Context: an optimization exercise on an open-source flow, tuned for small area, a short achievable clock period and few clock cycles per item. The choices shown serve that exercise and are no tape-out recipe.
Where RTL was checked, it was by simulation tests only, not by an equivalence proof against the original.

== red ==
==> module gf_engine, before the edit <==
module gf_engine (
    input  wire        clk,
    input  wire        rst,         
    input  wire        fa_we,
    input  wire [12:0] fa_wdata,
    input  wire        fb_we,
    input  wire [12:0] fb_wdata,
    output wire [12:0] fa,
    output wire [12:0] fb,
    output wire [12:0] fr,
    input  wire        cmd_valid,
    input  wire [31:0] cmd_word,
    output wire [7:0]  status
);
    reg [12:0] fa_r;
    reg [12:0] fb_r;
    reg [12:0] fr_r;
    reg        done_r;          
    reg        err_r;           
    assign fa     = fa_r;
    assign fb     = fb_r;
    assign fr     = fr_r;
    assign status = {3'b000, err_r, err_r, 1'b0, done_r, 1'b0};
    wire [12:0] fa4;
    gf_engine_sq2 u_sq2 (.a(fa_r), .y(fa4));
    wire [12:0] opa;
    gf_engine_sel u_sel (.s0(cmd_word[0]), .a0(fa_r), .s1(cmd_word[1]), .a1(fa4), .y(opa));
    wire [168:0] mcol;
    gf_engine_mcols u_mcols (.b(fb_r), .m(mcol));
    wire [12:0] prod;
    genvar gi, gk;
    generate
        for (gk = 0; gk < 13; gk = gk + 1) begin : g_row
            wire [12:0] m;
            for (gi = 0; gi < 13; gi = gi + 1) begin : g_m
                assign m[gi] = mcol[13*gi + gk];
            end
            gf_engine_dot13 u_dot (.m(m), .a(opa), .y(prod[gk]));
        end
    endgenerate
    wire cmd_hi0     = (cmd_word[31:2] == 30'd0);
    wire is_gfmul    = cmd_hi0 && (cmd_word[1:0] == 2'b01);
    wire is_gfsq2mul = cmd_hi0 && (cmd_word[1:0] == 2'b10);
    wire legal       = is_gfmul | is_gfsq2mul;
    wire [12:0] fa_next;
    wire [12:0] fb_next;
    wire [12:0] fr_next;
    gf_engine_upd u_upd_fa (.rst(rst), .we(fa_we), .d(fa_wdata), .q(fa_r), .y(fa_next));
    gf_engine_upd u_upd_fb (.rst(rst), .we(fb_we), .d(fb_wdata), .q(fb_r), .y(fb_next));
    wire fr_load = cmd_valid & legal & !rst;
    gf_engine_ld u_ld_fr (.rst(rst), .ld(fr_load), .d(prod), .q(fr_r), .y(fr_next));
    always @(posedge clk) begin
        fa_r <= fa_next;
        fb_r <= fb_next;
        fr_r <= fr_next;
        if (rst) begin
            done_r <= 1'b0;
            err_r  <= 1'b0;
        end else if (cmd_valid) begin
            done_r <= legal;
            err_r  <= !legal;
        end
    end
endmodule
==> module gf_engine_ld, before the edit <==
module gf_engine_ld (
    input  wire        rst,
    input  wire        ld,
    input  wire [12:0] d,
    input  wire [12:0] q,
    output wire [12:0] y
);
    assign y = ld ? d : (rst ? 13'd0 : q);
endmodule
Settings: LEC_CHECK=0, CAP_MARGIN=20, CORE_MARGIN=2, CORE_UTILIZATION=40, CTS_BUF_LIST=sky130_fd_sc_hd__clkbuf_8, PLACE_DENSITY=0.6, SETUP_SLACK_MARGIN=2.2, SLEW_MARGIN=20, SYNTH_HIERARCHICAL=1, SYNTH_MINIMUM_KEEP_SIZE=0; clock period 5.0 ns.
standard.sh (not shown) runs the stock make flow with config.mk's settings and CLKGATE_MAP_FILE= SYNTH_SCRIPT=/design/flow/synth_recipe.tcl, a recipe that flattens the netlist after the stock synthesis.
==> flow/flow/run.sh <==
#!/bin/bash
# Own layout flow: the standard flow (standard.sh), with two changes to
# how the layout is made:
#  * the port buffers that the standard flow inserts on every input and
#    output are sky130_fd_sc_hd__buf_1 instead of the default choice
#    (the resizer may still upsize them where timing needs it);
#  * the 3-input XOR/XNOR cells are added to the platform's don't-use list,
#    so that synthesis builds the XOR trees from faster 2-input cells.
# Everything else (synthesis script, floorplan, power grid, tap cells,
# placement, CTS, routing) is the standard flow unchanged.
set -euo pipefail
cd "$(dirname "$0")/.."

PLATFORM_DONT_USE="sky130_fd_sc_hd__probe_p_8 sky130_fd_sc_hd__probec_p_8 \
sky130_fd_sc_hd__lpflow_bleeder_1 sky130_fd_sc_hd__lpflow_clkbufkapwr_1 \
sky130_fd_sc_hd__lpflow_clkbufkapwr_16 sky130_fd_sc_hd__lpflow_clkbufkapwr_2 \
sky130_fd_sc_hd__lpflow_clkbufkapwr_4 sky130_fd_sc_hd__lpflow_clkbufkapwr_8 \
sky130_fd_sc_hd__lpflow_clkinvkapwr_1 sky130_fd_sc_hd__lpflow_clkinvkapwr_16 \
sky130_fd_sc_hd__lpflow_clkinvkapwr_2 sky130_fd_sc_hd__lpflow_clkinvkapwr_4 \
sky130_fd_sc_hd__lpflow_clkinvkapwr_8 sky130_fd_sc_hd__lpflow_decapkapwr_12 \
sky130_fd_sc_hd__lpflow_decapkapwr_3 sky130_fd_sc_hd__lpflow_decapkapwr_4 \
sky130_fd_sc_hd__lpflow_decapkapwr_6 sky130_fd_sc_hd__lpflow_decapkapwr_8 \
sky130_fd_sc_hd__lpflow_inputiso0n_1 sky130_fd_sc_hd__lpflow_inputiso0p_1 \
sky130_fd_sc_hd__lpflow_inputiso1n_1 sky130_fd_sc_hd__lpflow_inputiso1p_1 \
sky130_fd_sc_hd__lpflow_inputisolatch_1 sky130_fd_sc_hd__lpflow_isobufsrc_1 \
sky130_fd_sc_hd__lpflow_isobufsrc_16 sky130_fd_sc_hd__lpflow_isobufsrc_2 \
sky130_fd_sc_hd__lpflow_isobufsrc_4 sky130_fd_sc_hd__lpflow_isobufsrc_8 \
sky130_fd_sc_hd__lpflow_isobufsrckapwr_16 \
sky130_fd_sc_hd__lpflow_lsbuf_lh_hl_isowell_tap_1 \
sky130_fd_sc_hd__lpflow_lsbuf_lh_hl_isowell_tap_2 \
sky130_fd_sc_hd__lpflow_lsbuf_lh_hl_isowell_tap_4 \
sky130_fd_sc_hd__lpflow_lsbuf_lh_isowell_4 \
sky130_fd_sc_hd__lpflow_lsbuf_lh_isowell_tap_1 \
sky130_fd_sc_hd__lpflow_lsbuf_lh_isowell_tap_2 \
sky130_fd_sc_hd__lpflow_lsbuf_lh_isowell_tap_4"
EXTRA_DONT_USE="sky130_fd_sc_hd__xor3_1 sky130_fd_sc_hd__xor3_2 sky130_fd_sc_hd__xor3_4 \
sky130_fd_sc_hd__xnor3_1 sky130_fd_sc_hd__xnor3_2 sky130_fd_sc_hd__xnor3_4"

bash standard.sh finish \
    "DONT_USE_CELLS=$PLATFORM_DONT_USE $EXTRA_DONT_USE" \
    "BUFFER_PORTS_ARGS=-buffer_cell sky130_fd_sc_hd__buf_1" \
    > flow_make.log 2>&1
Inputs modified between red and blue:
--- a/flow/design.v
+++ b/flow/design.v
@@ -46,10 +46,9 @@
     wire [12:0] fb_next;
     wire [12:0] fr_next;
     gf_engine_upd u_upd_fa (.rst(rst), .we(fa_we), .d(fa_wdata), .q(fa_r), .y(fa_next));
     gf_engine_upd u_upd_fb (.rst(rst), .we(fb_we), .d(fb_wdata), .q(fb_r), .y(fb_next));
-    wire fr_load = cmd_valid & legal & !rst;
-    gf_engine_ld u_ld_fr (.rst(rst), .ld(fr_load), .d(prod), .q(fr_r), .y(fr_next));
+    gf_engine_upd u_upd_fr (.rst(rst), .we(cmd_valid & legal), .d(prod), .q(fr_r), .y(fr_next));
     always @(posedge clk) begin
         fa_r <= fa_next;
         fb_r <= fb_next;
         fr_r <= fr_next;
@@ -186,13 +185,4 @@
     output wire [12:0] y
 );
     assign y = rst ? 13'd0 : (we ? d : q);
 endmodule
-module gf_engine_ld (
-    input  wire        rst,
-    input  wire        ld,
-    input  wire [12:0] d,
-    input  wire [12:0] q,
-    output wire [12:0] y
-);
-    assign y = ld ? d : (rst ? 13'd0 : q);
-endmodule
- Re number of buffers other than clock buffers in the final layout: blue is about 0.9% down on red.
- There was hardly any difference in layout overhead on the synthesized area between red and blue.
- Number of distinct library cells after synthesis is lower on blue
- Compared to red, blue has share of the final layout cell area in multi-input gates 0.37 points lower.
- On blue: half-perimeter wire length after placement is 380 um lower than what red gave.
Testbench counts of blue, summed over its fixed seeds: cycles 4,800, ops 2,400.
Only the layout flow was run in red; the RTL was not checked for function there.

## port drivers added, routing unchanged
How much do the figures lean on ideal ports? The routed layouts below were timed once more, with nothing changed but the port constraints.
Step 1 (the two cells are an assumption about what drives the block):
set clk [get_ports {clk}]
set_driving_cell -lib_cell sky130_fd_sc_hd__clkbuf_16 $clk
set_driving_cell -lib_cell sky130_fd_sc_hd__buf_2 [delete_from_list [all_inputs] $clk]
Step 2 also shifts input and output timing later by t, the mid clock arrival at the registers, as if the neighbouring blocks saw the same clock.
Slacks: ideal / step 1 / step 2; pairs: ideal / step 1.
run | t, ns | slack for setup (ns) | slew at the worst register clock pin (ns)
red | 0.331 | 2.350 / 2.350 / 2.071 | 0.09 / 0.09
blue | 0.342 | 2.393 / 2.393 / 2.158 | 0.10 / 0.10
After both steps every run listed still meets setup and hold. For red, which loses most, drivers alone change the setup slack by 0.000 ns; drivers and shift together by -0.279 ns.
